Context: an optimization exercise on an open-source flow, tuned for small area, a short achievable clock period and few clock cycles per item. The choices shown serve that exercise and are no tape-out recipe.
Where RTL was checked, it was by simulation tests only, not by an equivalence proof against the original.
No driver is modelled on the clock port, so clocking that relies on it looks cheaper here than on a real chip.
Power and IR drop assume default switching activity.

== P ==
// ebus_decoder
module ebus_decoder (
    input  wire         clk,
    input  wire         rst,
    input  wire         in_valid,
    input  wire [7:0]   in_data,
    output wire         in_ready,
    output wire         tel_valid,
    output wire [7:0]   tel_src,
    output wire [7:0]   tel_dest,
    output wire [7:0]   tel_cmd_hi,
    output wire [7:0]   tel_cmd_lo,
    output wire [4:0]   tel_len,
    output wire [127:0] tel_payload,
    output wire [7:0]   tel_crc,
    output wire         tel_has_rsp,
    output wire [4:0]   tel_rsp_len,
    output wire [127:0] tel_rsp_payload,
    output wire [7:0]   tel_rsp_crc,
    output wire         dfr_evt_valid,
    output wire [3:0]   dfr_evt_code,
    output wire [7:0]   dfr_evt_a,
    output wire [7:0]   dfr_evt_b,
    output wire         fsm_evt_valid,
    output wire [3:0]   fsm_evt_code,
    output wire         fsm_evt_rsp,
    output wire [7:0]   fsm_evt_a,
    output wire [7:0]   fsm_evt_b
);
==> module ebus_telegram_fsm, before the edit <==
module ebus_telegram_fsm (
    input  wire         clk,
    input  wire         rst,
    input  wire         in_valid,      
    input  wire [7:0]   in_byte,
    input  wire         in_syn,        
    input  wire         in_zero,       
    input  wire         in_nack,       
    input  wire         in_gt16,       
    output reg          emit,
    output reg  [7:0]   req_src,
    output reg  [7:0]   req_dest,
    output reg  [7:0]   req_cmd_hi,
    output reg  [7:0]   req_cmd_lo,
    output reg  [4:0]   req_len,
    output wire [127:0] req_payload,
    output reg  [7:0]   req_crc,       
    output reg          has_rsp,       
    output reg  [4:0]   rsp_len,
    output wire [127:0] rsp_payload,
    output reg  [7:0]   rsp_crc,       
    output reg          evt_valid,
    output reg  [1:0]   evt_code,      
    output reg          evt_rsp,
    output reg  [7:0]   evt_a,
    output reg  [7:0]   evt_b
);
  localparam [7:0] BROADCAST = 8'hFE;
  reg s_syn, s_src, s_dest, s_cmdh, s_cmdl, s_len, s_dreq, s_drsp, s_crc, s_ack, s_rsp;
  wire s_data = s_dreq | s_drsp;
  reg [7:0] r_pl [0:15];
  reg [7:0] p_pl [0:15];
  reg [3:0] idx;           
  reg       last;          
  reg       bcast;
  genvar gi;
  generate
    for (gi = 0; gi < 16; gi = gi + 1) begin : g_pl
      assign req_payload[8*gi +: 8] = r_pl[gi];
      assign rsp_payload[8*gi +: 8] = p_pl[gi];
    end
  endgenerate
  wire [7:0] crc_act = has_rsp ? rsp_crc : req_crc;
  wire [7:0] req_tab, rsp_tab;
  ebus_crc8_table u_req_table (.index(req_crc), .entry(req_tab));
  ebus_crc8_table u_rsp_table (.index(rsp_crc), .entry(rsp_tab));
  wire [7:0] req_next = req_tab ^ in_byte;
  wire [7:0] rsp_next = rsp_tab ^ in_byte;
  wire       crc_eq   = has_rsp ? (in_byte == rsp_crc) : (in_byte == req_crc);
  wire [4:0] act_len  = s_drsp ? rsp_len : req_len;
  wire [4:0] idx_inc  = {1'b0, idx} + 5'd1;
  wire [4:0] idx_inc2 = {1'b0, idx} + 5'd2;
  wire       len_one  = (in_byte[4:0] == 5'd1);
  always @(posedge clk) begin
    evt_b       <= in_byte;
    evt_a       <= s_crc ? crc_act : in_byte;
    evt_rsp     <= s_rsp | has_rsp;
    evt_code[1] <= s_crc | s_ack;
    evt_code[0] <= ~s_crc;
  end
  integer i;
  always @(posedge clk) begin
    for (i = 0; i < 16; i = i + 1) begin
      if (s_dreq && idx == i[3:0]) r_pl[i] <= in_byte;
      if (s_drsp && idx == i[3:0]) p_pl[i] <= in_byte;
    end
  end
  always @(posedge clk) begin
    if (in_valid) begin
      if (s_src && !in_syn) begin
        req_src <= in_byte;
        req_crc <= in_byte;
        has_rsp <= 1'b0;
      end
      if (s_dest) begin
        req_dest <= in_byte;
        req_crc  <= req_next;
        bcast    <= (in_byte == BROADCAST);
      end
      if (s_cmdh) begin
        req_cmd_hi <= in_byte;
        req_crc    <= req_next;
      end
      if (s_cmdl) begin
        req_cmd_lo <= in_byte;
        req_crc    <= req_next;
      end
      if (s_len && !in_gt16) begin
        req_len   <= in_byte[4:0];
        req_crc   <= req_next;
        idx       <= 4'd0;
        last      <= len_one;
      end
      if (s_dreq) req_crc <= req_next;
      if (s_drsp) rsp_crc <= rsp_next;
      if (s_data) begin
        idx  <= idx_inc[3:0];
        last <= (idx_inc2 == act_len);
      end
      if (s_rsp && !in_syn && !in_gt16) begin
        rsp_len   <= in_byte[4:0];
        rsp_crc   <= in_byte;
        has_rsp   <= 1'b1;
        idx       <= 4'd0;
        last      <= len_one;
      end
    end
  end
  always @(posedge clk) begin
    if (rst) begin
      s_syn     <= 1'b1;
      s_src     <= 1'b0;
      s_dest    <= 1'b0;
      s_cmdh    <= 1'b0;
      s_cmdl    <= 1'b0;
      s_len     <= 1'b0;
      s_dreq    <= 1'b0;
      s_drsp    <= 1'b0;
      s_crc     <= 1'b0;
      s_ack     <= 1'b0;
      s_rsp     <= 1'b0;
      emit      <= 1'b0;
      evt_valid <= 1'b0;
    end else begin
      emit      <= in_valid & ((s_ack & in_zero & has_rsp) |
                               (s_ack & in_syn & bcast) |
                               (s_rsp & in_syn));
      evt_valid <= in_valid & ((s_len & in_gt16) |
                               (s_crc & ~crc_eq) |
                               (s_ack & ~in_zero & ~in_nack & ~in_syn) |
                               (s_rsp & ~in_syn & in_gt16));
      if (in_valid) begin
        s_syn  <= (s_syn & ~in_syn) |
                  (s_len & in_gt16) |
                  (s_crc & ~crc_eq) |
                  (s_ack & ~in_syn & ~(in_zero & ~has_rsp)) |
                  (s_rsp & (in_syn | in_gt16));
        s_src  <= ((s_syn | s_src | s_ack) & in_syn);
        s_dest <= s_src & ~in_syn;
        s_cmdh <= s_dest;
        s_cmdl <= s_cmdh;
        s_len  <= s_cmdl;
        s_dreq <= (s_len & ~in_gt16 & ~in_zero) |
                  (s_dreq & ~last);
        s_drsp <= (s_rsp & ~in_syn & ~in_gt16 & ~in_zero) |
                  (s_drsp & ~last);
        s_crc  <= ((s_len | s_rsp) & in_zero) |
                  (s_data & last);
        s_ack  <= s_crc & crc_eq;
        s_rsp  <= s_ack & in_zero & ~has_rsp;
      end
    end
  end
endmodule
clock: 5.0 ns
lec_check: 0
cap_margin: 20
core_margin: 2
core_utilization: 40
cts_cluster_diameter: 80
cts_cluster_size: 30
place_density: 0.45
setup_slack_margin: 2.9
slew_margin: 20
standard.sh (not shown) runs the stock make flow with config.mk's settings and CLKGATE_MAP_FILE= SYNTH_SCRIPT=/design/flow/synth_recipe.tcl, a recipe that flattens the netlist after the stock synthesis.
==> flow/flow/run.sh <==
#!/bin/bash
# Standard ORFS layout (the standard.sh, standard synthesis unchanged),
# except that:
#  - the port buffers are buf_1 instead of the cell buffer_ports picks;
#  - after CTS the clock tree's root buffer is removed, so the clock port
#    drives the tree's first-level buffers (2 to 4 of them) directly;
#  - after global placement each output port's buffer, and the register
#    driving it, are moved next to the port's pin (detailed placement
#    legalizes them).
set -euo pipefail
export BUFFER_PORTS_ARGS="-buffer_cell sky130_fd_sc_hd__buf_1"
export PRE_CTS_TCL="$PWD/flow/prects.tcl"
export POST_GLOBAL_PLACE_TCL="$PWD/flow/pullff.tcl"
bash standard.sh finish > standard_flow.log 2>&1
Other scripts of this flow, unchanged in this note and not shown: flow/flow/prects.tcl, flow/flow/pullff.tcl, flow/flow/rmroot.tcl
Testbench counts of P, summed over its fixed seeds: cycles 13,828, bytes 13,812.
> inputs changed (P -> Q)
-- flow/design.v --
<<< P, line 91
  reg [7:0] r_pl [0:15];
  reg [7:0] p_pl [0:15];
  reg [3:0] idx;           
  reg       last;          
  reg       bcast;
>>> Q, line 91
  reg [7:0] r_pl [0:15];
  reg [7:0] p_pl [0:15];
  reg [3:0] lo, hreq, hrsp;
  reg [4:0] rem;           
  reg       last;          
  reg       bcast;
<<< P, line 108
  wire [7:0] rsp_next = rsp_tab ^ in_byte;
  wire       crc_eq   = has_rsp ? (in_byte == rsp_crc) : (in_byte == req_crc);
  wire [4:0] act_len  = s_drsp ? rsp_len : req_len;
  wire [4:0] idx_inc  = {1'b0, idx} + 5'd1;
  wire [4:0] idx_inc2 = {1'b0, idx} + 5'd2;
  wire       len_one  = (in_byte[4:0] == 5'd1);
  always @(posedge clk) begin
>>> Q, line 109
  wire [7:0] rsp_next = rsp_tab ^ in_byte;
  wire       crc_eq   = has_rsp ? (in_byte == rsp_crc) : (in_byte == req_crc);
  wire       len_one  = (in_byte[4:0] == 5'd1);
  always @(posedge clk) begin
<<< P, line 122
  always @(posedge clk) begin
    for (i = 0; i < 16; i = i + 1) begin
      if (s_dreq && idx == i[3:0]) r_pl[i] <= in_byte;
      if (s_drsp && idx == i[3:0]) p_pl[i] <= in_byte;
    end
  end
>>> Q, line 120
  always @(posedge clk) begin
    for (i = 0; i < 16; i = i + 1) begin
      if (hreq[i / 4] && lo[i % 4]) r_pl[i] <= in_byte;
      if (hrsp[i / 4] && lo[i % 4]) p_pl[i] <= in_byte;
    end
  end
  always @(posedge clk) begin
    if (rst) begin
      hreq <= 4'd0;
      hrsp <= 4'd0;
    end else if (in_valid) begin
      if (s_len && !in_gt16) begin
        hreq <= {3'd0, ~in_zero};
        lo   <= 4'b0001;
        rem  <= in_byte[4:0];
        last <= len_one;
      end
      if (s_rsp && !in_syn && !in_gt16) begin
        hrsp <= {3'd0, ~in_zero};
        lo   <= 4'b0001;
        rem  <= in_byte[4:0];
        last <= len_one;
      end
      if (s_data) begin
        lo   <= {lo[2:0], lo[3]};
        rem  <= rem - 5'd1;
        last <= (rem == 5'd2);
      end
      if (s_dreq) hreq <= last ? 4'd0 : (lo[3] ? {hreq[2:0], 1'b0} : hreq);
      if (s_drsp) hrsp <= last ? 4'd0 : (lo[3] ? {hrsp[2:0], 1'b0} : hrsp);
    end
  end
<<< P, line 149
        req_len   <= in_byte[4:0];
        req_crc   <= req_next;
        idx       <= 4'd0;
        last      <= len_one;
      end
      if (s_dreq) req_crc <= req_next;
      if (s_drsp) rsp_crc <= rsp_next;
      if (s_data) begin
        idx  <= idx_inc[3:0];
        last <= (idx_inc2 == act_len);
      end
      if (s_rsp && !in_syn && !in_gt16) begin
        rsp_len   <= in_byte[4:0];
        rsp_crc   <= in_byte;
        has_rsp   <= 1'b1;
        idx       <= 4'd0;
        last      <= len_one;
      end
    end
>>> Q, line 173
        req_len   <= in_byte[4:0];
        req_crc   <= req_next;
      end
      if (s_dreq) req_crc <= req_next;
      if (s_drsp) rsp_crc <= rsp_next;
      if (s_rsp && !in_syn && !in_gt16) begin
        rsp_len   <= in_byte[4:0];
        rsp_crc   <= in_byte;
        has_rsp   <= 1'b1;
      end
    end
Notes after the runs:
- Looking at termination of the worst setup path, the tel_rsp_crc[1] result is from P; the tel_crc[1] one comes from Q.
- Q packs its core more loosely than P.
- Number of buffers created by CTS (higher): Q
- On worst hold slack, Q and P are neck and neck.
- In Q relative to P, height of the die had gone up slightly.
- On area of all placed cells without fillers, Q does worse than P.
- Comparing minimum setup slack among reg-to-reg paths for Q and P, the bigger number came from Q.
- Against P, Q comes in about 2.8% higher on combined flip-flop and latch cell area.
- Q vs. P: first-iteration DRC count has increased, sequential cell count grew by 13.
- The growth of design area from synthesis to finish of Q and that of P are within noise of each other.
- Diff Q and P: total power lower in P
- Looking at synthesized cell area, Q sits 3.4% above P.
No functional check of the RTL was part of Q.

---

== JK ==
Another version of the RTL of ebus_decoder (not shown whole).
For scale: roughly 680 cells after synthesis, ~380 flip-flops, roughly 370 I/O pins, ~13000 µm² of cells after synthesis.
==> module ebus_deframer, before the edit <==
module ebus_deframer (
    input  wire       clk,
    input  wire       rst,
    input  wire       raw_valid,     
    input  wire [7:0] raw_byte,
    output reg        log_valid,     
    output reg  [7:0] log_byte,
    output reg        log_syn,       
    output reg        log_zero,      
    output reg        log_nack,      
    output reg        log_gt16,      
    output reg        evt_valid,     
    output reg        evt_frm,       
    output reg  [5:0] evt_a_lo       
);
  reg       pend_valid;
  reg [5:0] pend;
  wire       b7   = raw_byte[7];
  wire       b6   = raw_byte[6];
  wire       cmd1 = (pend[5:2] == 4'd1);
  wire [7:0] x;
  assign x[5:0] = raw_byte[5:0];
  assign x[7:6] = (pend_valid & b7) ? {pend[1] ^ (pend[0] & b6), pend[0] ^ b6}
                                    : raw_byte[7:6];
  always @(posedge clk) begin
    if (rst) begin
      pend_valid <= 1'b0;
      log_valid  <= 1'b0;
      evt_valid  <= 1'b0;
    end else begin
      if (raw_valid) pend_valid <= ~pend_valid & b7 & b6;
      log_valid <= raw_valid & (pend_valid ? (~b7 | cmd1) : ~(b7 & b6));
      evt_valid <= raw_valid & pend_valid & (~b7 | ~cmd1);
    end
  end
  always @(posedge clk) begin
    if (!pend_valid) pend <= raw_byte[5:0];
    log_byte <= x;
    log_syn  <= (x == 8'hAA);
    log_zero <= (x == 8'h00);
    log_nack <= (x == 8'hFF);
    log_gt16 <= (x > 8'h10);
    evt_frm  <= ~b7;
    evt_a_lo <= b7 ? {2'b00, pend[5:2]} : pend;
  end
endmodule
==> module ebus_decoder, before the edit <==
module ebus_decoder (
    input  wire         clk,
    input  wire         rst,
    input  wire         in_valid,
    input  wire [7:0]   in_data,
    output wire         in_ready,
    output wire         tel_valid,
    output wire [7:0]   tel_src,
    output wire [7:0]   tel_dest,
    output wire [7:0]   tel_cmd_hi,
    output wire [7:0]   tel_cmd_lo,
    output wire [4:0]   tel_len,
    output wire [127:0] tel_payload,
    output wire [7:0]   tel_crc,
    output wire         tel_has_rsp,
    output wire [4:0]   tel_rsp_len,
    output wire [127:0] tel_rsp_payload,
    output wire [7:0]   tel_rsp_crc,
    output wire         dfr_evt_valid,
    output wire [3:0]   dfr_evt_code,
    output wire [7:0]   dfr_evt_a,
    output wire [7:0]   dfr_evt_b,
    output wire         fsm_evt_valid,
    output wire [3:0]   fsm_evt_code,
    output wire         fsm_evt_rsp,
    output wire [7:0]   fsm_evt_a,
    output wire [7:0]   fsm_evt_b
);
  assign in_ready = 1'b1;
  wire       log_valid;
  wire [7:0] log_byte;
  wire       log_syn, log_zero, log_nack, log_gt16;
  wire       dfr_frm;
  wire [5:0] dfr_a_lo;
  ebus_deframer u_deframer (
      .clk      (clk),
      .rst      (rst),
      .raw_valid(in_valid),
      .raw_byte (in_data),
      .log_valid(log_valid),
      .log_byte (log_byte),
      .log_syn  (log_syn),
      .log_zero (log_zero),
      .log_nack (log_nack),
      .log_gt16 (log_gt16),
      .evt_valid(dfr_evt_valid),
      .evt_frm  (dfr_frm),
      .evt_a_lo (dfr_a_lo)
  );
  assign dfr_evt_code = {2'b00, ~dfr_frm, dfr_frm};
  assign dfr_evt_b    = log_byte;
  assign dfr_evt_a    = {dfr_frm, dfr_frm, dfr_a_lo};
  wire [1:0] evt_code;
  ebus_telegram_fsm u_fsm (
      .clk        (clk),
      .rst        (rst),
      .in_valid   (log_valid),
      .in_byte    (log_byte),
      .in_syn     (log_syn),
      .in_zero    (log_zero),
      .in_nack    (log_nack),
      .in_gt16    (log_gt16),
      .emit       (tel_valid),
      .req_src    (tel_src),
      .req_dest   (tel_dest),
      .req_cmd_hi (tel_cmd_hi),
      .req_cmd_lo (tel_cmd_lo),
      .req_len    (tel_len),
      .req_payload(tel_payload),
      .req_crc    (tel_crc),
      .has_rsp    (tel_has_rsp),
      .rsp_len    (tel_rsp_len),
      .rsp_payload(tel_rsp_payload),
      .rsp_crc    (tel_rsp_crc),
      .evt_valid  (fsm_evt_valid),
      .evt_code   (evt_code),
      .evt_rsp    (fsm_evt_rsp),
      .evt_a      (fsm_evt_a),
      .evt_b      (fsm_evt_b)
  );
  assign fsm_evt_code = {1'b0, evt_code[1], ~evt_code[1], evt_code[0]};
endmodule
clock: 5.0 ns
lec_check: 0
cap_margin: 20
core_margin: 2
core_utilization: 40
cts_cluster_diameter: 80
cts_cluster_size: 30
place_density: 0.45
setup_slack_margin: 2.9
slew_margin: 20
==> flow/flow/run.sh <==
#!/bin/bash
# Standard ORFS layout (the standard.sh, standard synthesis unchanged),
# except that:
#  - the port buffers are buf_1 instead of the cell buffer_ports picks;
#  - after CTS the clock tree's root buffer is removed, so the clock port
#    drives the tree's first-level buffers (2 to 4 of them) directly;
#  - after global placement each output port's buffer, and the register
#    driving it, are moved next to the port's pin (detailed placement
#    legalizes them); a register that also drives other loads gets a
#    buffer next to it in front of those loads.
set -euo pipefail
export BUFFER_PORTS_ARGS="-buffer_cell sky130_fd_sc_hd__buf_1"
export PRE_CTS_TCL="$PWD/flow/prects.tcl"
export POST_GLOBAL_PLACE_TCL="$PWD/flow/pullff.tcl"
bash standard.sh finish > standard_flow.log 2>&1
Other scripts of this flow, unchanged in this note and not shown: flow/flow/prects.tcl, flow/flow/pullff.tcl, flow/flow/rmroot.tcl
> inputs changed (JK -> MS)
-- flow/design.v --
<<< JK, line 23
    output reg        evt_valid,     
    output reg        evt_frm,       
    output reg  [5:0] evt_a_lo       
);
  reg       pend_valid;
>>> MS, line 23
    output reg        evt_valid,     
    output reg        evt_frm,       
    output reg  [5:0] evt_a_lo,      
    output reg  [7:0] evt_b
);
  reg       pend_valid;
<<< JK, line 39
      log_valid  <= 1'b0;
      evt_valid  <= 1'b0;
    end else begin
      if (raw_valid) pend_valid <= ~pend_valid & b7 & b6;
      log_valid <= raw_valid & (pend_valid ? (~b7 | cmd1) : ~(b7 & b6));
      evt_valid <= raw_valid & pend_valid & (~b7 | ~cmd1);
    end
  end
>>> MS, line 40
      log_valid  <= 1'b0;
      evt_valid  <= 1'b0;
      evt_b      <= 8'h00;
    end else begin
      if (raw_valid) pend_valid <= ~pend_valid & b7 & b6;
      log_valid <= raw_valid & (pend_valid ? (~b7 | cmd1) : ~(b7 & b6));
      evt_valid <= raw_valid & pend_valid & (~b7 | ~cmd1);
      evt_b     <= x;
    end
  end
<<< JK, line 88
  reg [7:0] r_pl [0:15];
  reg [7:0] p_pl [0:15];
  reg [3:0] idx;           
  reg       last;          
  reg       bcast;
>>> MS, line 91
  reg [7:0] r_pl [0:15];
  reg [7:0] p_pl [0:15];
  reg [3:0] lo, hreq, hrsp;
  reg [4:0] rem;           
  reg       last;          
  reg       bcast;
<<< JK, line 105
  wire [7:0] rsp_next = rsp_tab ^ in_byte;
  wire       crc_eq   = has_rsp ? (in_byte == rsp_crc) : (in_byte == req_crc);
  wire [4:0] act_len  = s_drsp ? rsp_len : req_len;
  wire [4:0] idx_inc  = {1'b0, idx} + 5'd1;
  wire [4:0] idx_inc2 = {1'b0, idx} + 5'd2;
  wire       len_one  = (in_byte[4:0] == 5'd1);
  always @(posedge clk) begin
>>> MS, line 109
  wire [7:0] rsp_next = rsp_tab ^ in_byte;
  wire       crc_eq   = has_rsp ? (in_byte == rsp_crc) : (in_byte == req_crc);
  wire       len_one  = (in_byte[4:0] == 5'd1);
  always @(posedge clk) begin
<<< JK, line 119
  always @(posedge clk) begin
    for (i = 0; i < 16; i = i + 1) begin
      if (s_dreq && idx == i[3:0]) r_pl[i] <= in_byte;
      if (s_drsp && idx == i[3:0]) p_pl[i] <= in_byte;
    end
  end
>>> MS, line 120
  always @(posedge clk) begin
    for (i = 0; i < 16; i = i + 1) begin
      if (hreq[i / 4] && lo[i % 4]) r_pl[i] <= in_byte;
      if (hrsp[i / 4] && lo[i % 4]) p_pl[i] <= in_byte;
    end
  end
  always @(posedge clk) begin
    if (rst) begin
      hreq <= 4'd0;
      hrsp <= 4'd0;
    end else if (in_valid) begin
      if (s_len && !in_gt16) begin
        hreq <= {3'd0, ~in_zero};
        lo   <= 4'b0001;
        rem  <= in_byte[4:0];
        last <= len_one;
      end
      if (s_rsp && !in_syn && !in_gt16) begin
        hrsp <= {3'd0, ~in_zero};
        lo   <= 4'b0001;
        rem  <= in_byte[4:0];
        last <= len_one;
      end
      if (s_data) begin
        lo   <= {lo[2:0], lo[3]};
        rem  <= rem - 5'd1;
        last <= (rem == 5'd2);
      end
      if (s_dreq) hreq <= last ? 4'd0 : (lo[3] ? {hreq[2:0], 1'b0} : hreq);
      if (s_drsp) hrsp <= last ? 4'd0 : (lo[3] ? {hrsp[2:0], 1'b0} : hrsp);
    end
  end
<<< JK, line 146
        req_len   <= in_byte[4:0];
        req_crc   <= req_next;
        idx       <= 4'd0;
        last      <= len_one;
      end
      if (s_dreq) req_crc <= req_next;
      if (s_drsp) rsp_crc <= rsp_next;
      if (s_data) begin
        idx  <= idx_inc[3:0];
        last <= (idx_inc2 == act_len);
      end
      if (s_rsp && !in_syn && !in_gt16) begin
        rsp_len   <= in_byte[4:0];
        rsp_crc   <= in_byte;
        has_rsp   <= 1'b1;
        idx       <= 4'd0;
        last      <= len_one;
      end
    end
>>> MS, line 173
        req_len   <= in_byte[4:0];
        req_crc   <= req_next;
      end
      if (s_dreq) req_crc <= req_next;
      if (s_drsp) rsp_crc <= rsp_next;
      if (s_rsp && !in_syn && !in_gt16) begin
        rsp_len   <= in_byte[4:0];
        rsp_crc   <= in_byte;
        has_rsp   <= 1'b1;
      end
    end
<<< JK, line 257
      .evt_valid(dfr_evt_valid),
      .evt_frm  (dfr_frm),
      .evt_a_lo (dfr_a_lo)
  );
  assign dfr_evt_code = {2'b00, ~dfr_frm, dfr_frm};
  assign dfr_evt_b    = log_byte;
  assign dfr_evt_a    = {dfr_frm, dfr_frm, dfr_a_lo};
  wire [1:0] evt_code;
>>> MS, line 276
      .evt_valid(dfr_evt_valid),
      .evt_frm  (dfr_frm),
      .evt_a_lo (dfr_a_lo),
      .evt_b    (dfr_evt_b)
  );
  assign dfr_evt_code = {2'b00, ~dfr_frm, dfr_frm};
  assign dfr_evt_a    = {dfr_frm, dfr_frm, dfr_a_lo};
  wire [1:0] evt_code;
==> summary.txt <==
JK and MS all finish clean.
In the metrics for JK and MS, the one carrying the lower number of well-tap cells placed is JK.
Between JK and MS, the fraction of area in multi-input gates is lower for JK.
Compared with JK, MS shows a lower layout overhead on the synthesized area.
Routed wire length: higher on JK
JK -> MS: area of the die increased by a few percent
Run comparison: JK capture point of the critical path dfr_evt_b[1]; MS capture point of the critical path fsm_evt_code[1]
The standard cell with the maximum stage delay on the critical path comes out sky130_fd_sc_hd__dfxtp_4 in one run and sky130_fd_sc_hd__dfxtp_1 in the other, namely in JK and MS respectively.
Compared with JK, MS shows a lower wire length on met1.
No run of this note included a check of the RTL's function; only the layout flow was run.

[afterwards: timing with drivers on the ports]
Ports are ideal in the flow. The routed layouts listed here were re-timed in OpenROAD. Step 1 sets driving cells, clkbuf_16 on the clock port and buf_2 on the other inputs (assumed; they add their load-dependent delay and slew). Step 2 moves the port delays by t, midway between the first and last clock arrival at a register: inputs arrive t later, outputs are due t later. That takes back most of the time a late clock gives input paths. Three values: ideal, step 1, step 2; two values: the first two.
run | t, ns | setup WS [ns] | worst slew at a driven data input, ns
P | 0.449 | 2.948 / 2.886 / 2.639 | 0.03
Q | 0.458 | 2.933 / 2.872 / 2.699 | 0.04
JK | 0.443 | 2.828 / 2.767 / 2.693 | 0.04
MS | 0.457 | 2.966 / 2.906 / 2.641 | 0.04
After both steps setup and hold are still met in every run listed. The setup slack of MS, which loses most, moves by -0.060 ns with the drivers and by -0.325 ns with both steps.
